Context: an optimization exercise on an open-source flow, tuned for small area, a short achievable clock period and few clock cycles. The choices shown serve that exercise and are no tape-out recipe.
In this exercise RTL edits were held to simulation tests only and were not proved equivalent to the original.
Power is estimated from default activity; no workload was simulated.

--- flow/design.v ---
module scc_chinj (
    input  wire        clk,
    input  wire        rst,
    input  wire        start,
    input  wire        seed_load,
    input  wire [31:0] seed_in,
    input  wire [31:0] txlen,
    input  wire [31:0] window,
    output wire        ready,
    output wire        done,
    output wire [31:0] seed_out,
    output wire [31:0] nflip,
    input  wire        in_valid,
    output wire        in_ready,
    input  wire [31:0] in_data,
    output wire        out_valid,
    input  wire        out_ready,
    output wire [31:0] out_data
);
    localparam [2:0] S_IDLE = 3'd0,
                     S_NEXT = 3'd1,
                     S_DRAW = 3'd2,
                     S_DIVI = 3'd3,
                     S_DIV  = 3'd4,
                     S_FET  = 3'd5,
                     S_OUT  = 3'd6,
                     S_DONE = 3'd7;
    reg  [2:0]  state;
    reg  [31:0] seed_r;       
    reg  [31:0] nflip_r;      
    reg  [31:0] len_r;        
    reg  [31:0] win_r;        
    reg  [32:0] wstart;       
    reg  [31:0] fpos;         
    reg         fpend;        
    reg  [5:0]  cnt;          
    reg  [31:0] dvd;          
    reg  [32:0] rem;          
    reg  [31:0] dvs;          
    reg  [31:0] buf_r;        
    reg         buf_full;
    reg  [26:0] widx;         
    reg  [27:0] words_left;   
    wire [31:0] seed_step = {seed_r[30:0], seed_r[31] ^ seed_r[21] ^ seed_r[1] ^ seed_r[0]};
    wire        more_win  = (win_r != 32'd0) && (wstart < {1'b0, len_r});
    wire [31:0] rest      = len_r - wstart[31:0];
    wire [31:0] cur_len   = (win_r < rest) ? win_r : rest;
    wire [32:0] rem_sh    = {rem[31:0], dvd[31]};
    wire [32:0] rem_sub   = rem_sh - {1'b0, dvs};
    wire        rem_ge    = ~rem_sub[32];
    wire [32:0] txwords   = ({1'b0, txlen} + 33'd31) >> 5;
    assign ready     = (state == S_IDLE) || (state == S_DONE);
    assign done      = (state == S_DONE);
    assign seed_out  = seed_r;
    assign nflip     = nflip_r;
    assign in_ready  = (state == S_FET);
    assign out_valid = (state == S_OUT);
    assign out_data  = buf_r;
    always @(posedge clk) begin
        if (rst) begin
            state      <= S_IDLE;
            seed_r     <= 32'd1;
            nflip_r    <= 32'd0;
            len_r      <= 32'd0;
            win_r      <= 32'd0;
            wstart     <= 33'd0;
            fpos       <= 32'd0;
            fpend      <= 1'b0;
            cnt        <= 6'd0;
            dvd        <= 32'd0;
            rem        <= 33'd0;
            dvs        <= 32'd0;
            buf_r      <= 32'd0;
            buf_full   <= 1'b0;
            widx       <= 27'd0;
            words_left <= 28'd0;
        end else begin
            case (state)
                S_IDLE, S_DONE: begin
                    if (start) begin
                        if (seed_load)
                            seed_r <= seed_in;
                        len_r      <= txlen;
                        win_r      <= window;
                        nflip_r    <= 32'd0;
                        wstart     <= 33'd0;
                        fpend      <= 1'b0;
                        buf_full   <= 1'b0;
                        widx       <= 27'd0;
                        words_left <= txwords[27:0];
                        state      <= S_NEXT;
                    end else begin
                        state      <= S_IDLE;
                    end
                end
                S_NEXT: begin
                    if (!fpend && more_win) begin
                        cnt   <= 6'd0;
                        state <= S_DRAW;
                    end else if (words_left == 28'd0) begin
                        state <= S_DONE;
                    end else if (!buf_full) begin
                        state <= S_FET;
                    end else if (fpend && (fpos[31:5] == widx)) begin
                        buf_r <= buf_r ^ (32'h8000_0000 >> fpos[4:0]);
                        fpend <= 1'b0;
                    end else begin
                        state <= S_OUT;
                    end
                end
                S_DRAW: begin
                    seed_r <= seed_step;
                    cnt    <= cnt + 6'd1;
                    if (cnt == 6'd31)
                        state <= S_DIVI;
                end
                S_DIVI: begin
                    dvd   <= seed_r;
                    rem   <= 33'd0;
                    dvs   <= cur_len;
                    cnt   <= 6'd0;
                    state <= S_DIV;
                end
                S_DIV: begin
                    rem <= rem_ge ? rem_sub : rem_sh;
                    dvd <= {dvd[30:0], 1'b0};
                    cnt <= cnt + 6'd1;
                    if (cnt == 6'd31) begin
                        fpos    <= wstart[31:0] + (rem_ge ? rem_sub[31:0] : rem_sh[31:0]);
                        fpend   <= 1'b1;
                        nflip_r <= nflip_r + 32'd1;
                        wstart  <= wstart + {1'b0, win_r};
                        state   <= S_NEXT;
                    end
                end
                S_FET: begin
                    if (in_valid) begin
                        buf_r    <= in_data;
                        buf_full <= 1'b1;
                        state    <= S_NEXT;
                    end
                end
                S_OUT: begin
                    if (out_ready) begin
                        buf_full   <= 1'b0;
                        widx       <= widx + 27'd1;
                        words_left <= words_left - 28'd1;
                        state      <= S_NEXT;
                    end
                end
                default: state <= S_IDLE;
            endcase
        end
    end
endmodule
--- flow/run.sh ---
#!/bin/bash
# synth_recipe.tcl (not shown) runs the flow's synth.tcl, then flattens the netlist and writes it again
# the make line also repeats each setting of config.mk as NAME=value (left out here)
make -C /OpenROAD-flow-scripts/flow DESIGN_CONFIG=/design/flow/config.mk WORK_HOME=/design/flow/orfs CLKGATE_MAP_FILE= SYNTH_SCRIPT=/design/flow/synth_recipe.tcl finish
--- flow/config.mk ---
export PLATFORM = sky130hd
export DESIGN_NAME = scc_chinj
export DESIGN_NICKNAME = scc_chinj
export VERILOG_FILES = /design/flow/design.v
export SDC_FILE = /design/flow/constraint.sdc
export NUM_CORES = 4
export LEC_CHECK = 0
export CAP_MARGIN = 20
export CORE_MARGIN = 2
export CORE_UTILIZATION = 40
export PLACE_DENSITY = 0.6
export SLEW_MARGIN = 20
--- flow/constraint.sdc ---
create_clock -name core_clock -period 10.0 [get_ports {clk}]
set_input_delay 2.0000 -clock core_clock [delete_from_list [all_inputs] [get_ports {clk}]]
set_output_delay 2.0000 -clock core_clock [all_outputs]
set_load 0.01 [all_outputs]
==> flow_metrics.tcl <==
set metrics [dict create \
    core-area_um2 62740 \
    tns_ns 0 \
    relSlewSlack_pct 28.39 \
    portBuffers 233 \
    grtUsageTotal_pct 23.35 \
    syn_area_um2 25220 \
    io_pins 234 \
    cp-end-kind "flop" \
    wl_per_cell_um 18.24 \
    fin_area_um2 29930 \
    worstMarginPinSlew_ns 1.060 \
    synth_xor_area_share_pct 7.363 \
    cap_violations 0 \
    rrSetupSlack_ns 3.47 \
    crit_path_start_kind "flop" \
    yosysSeqAreaShare_pct 30.72 \
    cts_tree "yes" \
    grt_overflow_total 0 \
    drive_gt1_share_pct 5.459 \
    firstDrtPassIters 5 \
    period_share_pct 65.34 \
    ctsHtreeMaxLevel 2 \
    synth_cell_type_count 82 \
    vias 23290 \
    syn_inst 3233 \
    r2r_end "fpos[31]$_SDFFE_PP0P_" \
    wl_um 77600 \
    final_cell_mix "nand2_1, dfxtp_1, nor2_1" \
    clock_latency_ns 0.61 \
    synth-warning-count 1 \
    worstHoldStart "dvs[8]$_SDFFE_PP0N_" \
    gp_congestion 0.9235 \
    power_density_nw_per_um2 259.8 \
    cts.path.max_buffers 3 \
    initialDrtViolationCount 1498 \
    dpl_cell_area_um2 28240 \
    final_common_cell "nand2_1" \
    cp.required_ns 10.44 \
    syn_to_final_growth_pct 18.68 \
    hpwl_um 57770 \
    finalSetupViolCount 0 \
    drt-vias-per-instance 5.473 \
    synth-edff-count 0 \
    rsz0062_at_grt "no" \
    period_needed_ns 6.534 \
    cts_hold_buffers 0 \
    die_h_um 255.1 \
    skew_ns 0.04185 \
    fmaxAchievable_mhz 153.0 \
    fp.dieW_um 255.1 \
    crit_type "flop to flop" \
    die_area_um2 65070 \
    remaining_drc_errors 0 \
    nFillCells 6288 \
    root_buffer "clkbuf_16" \
    hold_path_end "dvs[8]$_SDFFE_PP0N_" \
    clk_pin_slew_ns 0.06 \
    synth.area.mux_share_pct 3.552 \
    synth_top_family_by_area "compound AO/OA/AOI/OAI gates" \
    ys_ff_latch 387 \
    hold_path_depth 2 \
    rows 92 \
    status "timing/DRC/antenna clean" \
    hold_viol 0 \
    synth_compound_area_share_pct 24.10 \
    whs_ns 0.4544 \
    syn_avg_cell_area_um2 7.801 \
    ir_drop_mv 0.2261 \
    synthArstFlopShare_pct 0 \
    slew_viol_final 0 \
    synthFlopType "dfxtp_1" \
    cp_data_arrival_time_ns 6.97 \
    final_nets 3705 \
    reg2regPathDepth 24 \
    final_core_util_pct 47.71 \
    leakage_nw 11.73 \
    worstPathMaxFanout 33 \
    synth_nets 3567 \
    post_cts_buffers 0 \
    reg2reg_from "dvd[31]$_SDFFE_PP0P_" \
    start_util_pct 40.20 \
    power_mw 7.778 \
    yosys.area_share.simple_pct 19.14 \
    cts_buffers 47 \
    antenna_found_initial 1 \
    first_global_vias 21360 \
    synth_fa_ha_area_share_pct 10.04 \
    cts_resized 0 \
    grt_max_degree 89 \
    antenna_left 0 \
    grt_pass1_wl_um 120900 \
    worst_hold_path_type "flop to flop" \
    clock-sinks 387 \
]
layout make-up:
cell class | instances | area, µm² | area share, %
Multi-Input combinational cell | 2509 | 16280 | 54.41
Antenna cell | 2 | 5.005 | 0.01672
Timing Repair Buffer | 259 | 2532 | 8.461
Clock inverter | 22 | 359.1 | 1.200
Sequential cell | 387 | 7747 | 25.88
Clock buffer | 63 | 1318 | 4.402
Tap cell | 846 | 1059 | 3.537
Inverter | 167 | 626.9 | 2.094
sequential cells by signal (all words and copies together), names as in the netlist, 32 cells and up:
register  cells
rem          32
fpos         32
dvd          32
nflip_r      32
len_r        32
win_r        32
dvs          32
buf_r        32
wstart       33
seed_r       32
cells in the mapped netlist (52+ instances only):
cell,count,area (µm²)
nand2_1,446,1674
nor2_1,307,1152
a21o_1,91,683.2
xor2_1,91,797.0
nand3_1,64,320.3
xnor2_1,121,1060
ha_1,196,2452
clkbuf_1,149,559.3
o21ai_0,122,610.6
a22oi_1,52,390.4
inv_1,166,623.1
a211oi_1,111,833.3
a21oi_1,295,1476
mux2i_1,55,550.5
dfxtp_1,387,7747
power breakdown:
part	internal (mW)	total (mW)	switching (mW)
Sequential	1.71	1.93	0.213
Clock	1.14	1.85	0.716
Combinational	1.71	4.00	2.28
worst max path at each step:
stage / start / to
after detailed placement: dvd[31]$_SDFFE_PP0P_ / fpos[31]$_SDFFE_PP0P_
after global routing: wstart[1]$_SDFFE_PP0P_ / dvs[22]$_SDFFE_PP0N_
after global placement: dvd[31]$_SDFFE_PP0P_ / fpos[31]$_SDFFE_PP0P_
after floorplan: dvd[31]$_SDFFE_PP0P_ / fpos[31]$_SDFFE_PP0P_
final: dvd[31]$_SDFFE_PP0P_ / fpos[31]$_SDFFE_PP0P_
after CTS: dvd[31]$_SDFFE_PP0P_ / fpos[31]$_SDFFE_PP0P_
kinds of logic after synthesis:
family | Yosys count
AOI/OAI and AO/OA | 930
xor gates and xnor gates | 212
adders and majority gates | 200
buffers and inverters | 337
DFF | 387
muxes | 85
and+or+nand+nor | 1082
metrics by stage:
stage / setup WS (ns) / std cells
floorplan: 4.492 / 3233
global placement: 3.568 / 4168
detailed placement: 3.492 / 4168
CTS: 3.465 / 4253
global route: 3.011 / 4253
finish: 3.466 / 4255
worst max-delay path, cell delays in order, from the launching register on:
cell and delay (ns):
dfxtp_1 0.36, inv_1 0.06, ha_1 0.21, fa_1 0.44
nor2b_4 0.15, o31ai_2 0.10, a2111oi_2 0.41, o311ai_2 0.18
a21o_2 0.24, a211oi_2 0.34, xor2_4 0.30, buf_4 0.44
a31o_2 0.24, ha_1 0.27, o21a_1 0.13, a2111oi_0 0.64
nor4_1 0.20, nor2_1 0.25, nor4_1 0.13, o41ai_2 0.45
o21ai_1 0.16, o31ai_1 0.27, xnor2_1 0.17, xnor2_1 0.14
a211oi_1 0.08
metal layers:
layer / GRT usage [%] / vias to the layer above / share of wire (%)
met5: 0 / - / 0.017
met4: 6.600 / 2 / 2.5
met3: 2.736 / 87 / 5.4
met2: 37.10 / 558 / 44
met1: 33.22 / 10840 / 48
li1: - / 11800 / -
Testbench counts, summed over its fixed seeds: cycles 294,304.

## separate check: timing with driven ports
Ports are ideal in the flow. The routed layout listed here was re-timed in OpenROAD. Step 1 sets driving cells, clkbuf_16 on the clock port and buf_2 on the other inputs (assumed; they add their load-dependent delay and slew). Step 2 moves the port delays by t, midway between the first and last clock arrival at a register: inputs arrive t later, outputs are due t later. That takes back most of the time a late clock gives input paths. Three values: ideal ports, drivers, drivers and shift; two values: the first two.
shift t [ns]: 0.645
slack for setup (ns): 3.466 / 3.466 / 3.466
worst setup path after step 2: register to register
latest minus earliest clock arrival (ns): 0.043 / 0.043
slew at the worst register clock pin (ns): 0.06 / 0.06
After both steps this run still meets setup and hold. The setup slack of this run moves by 0.000 ns with the drivers and by 0.000 ns with both steps.
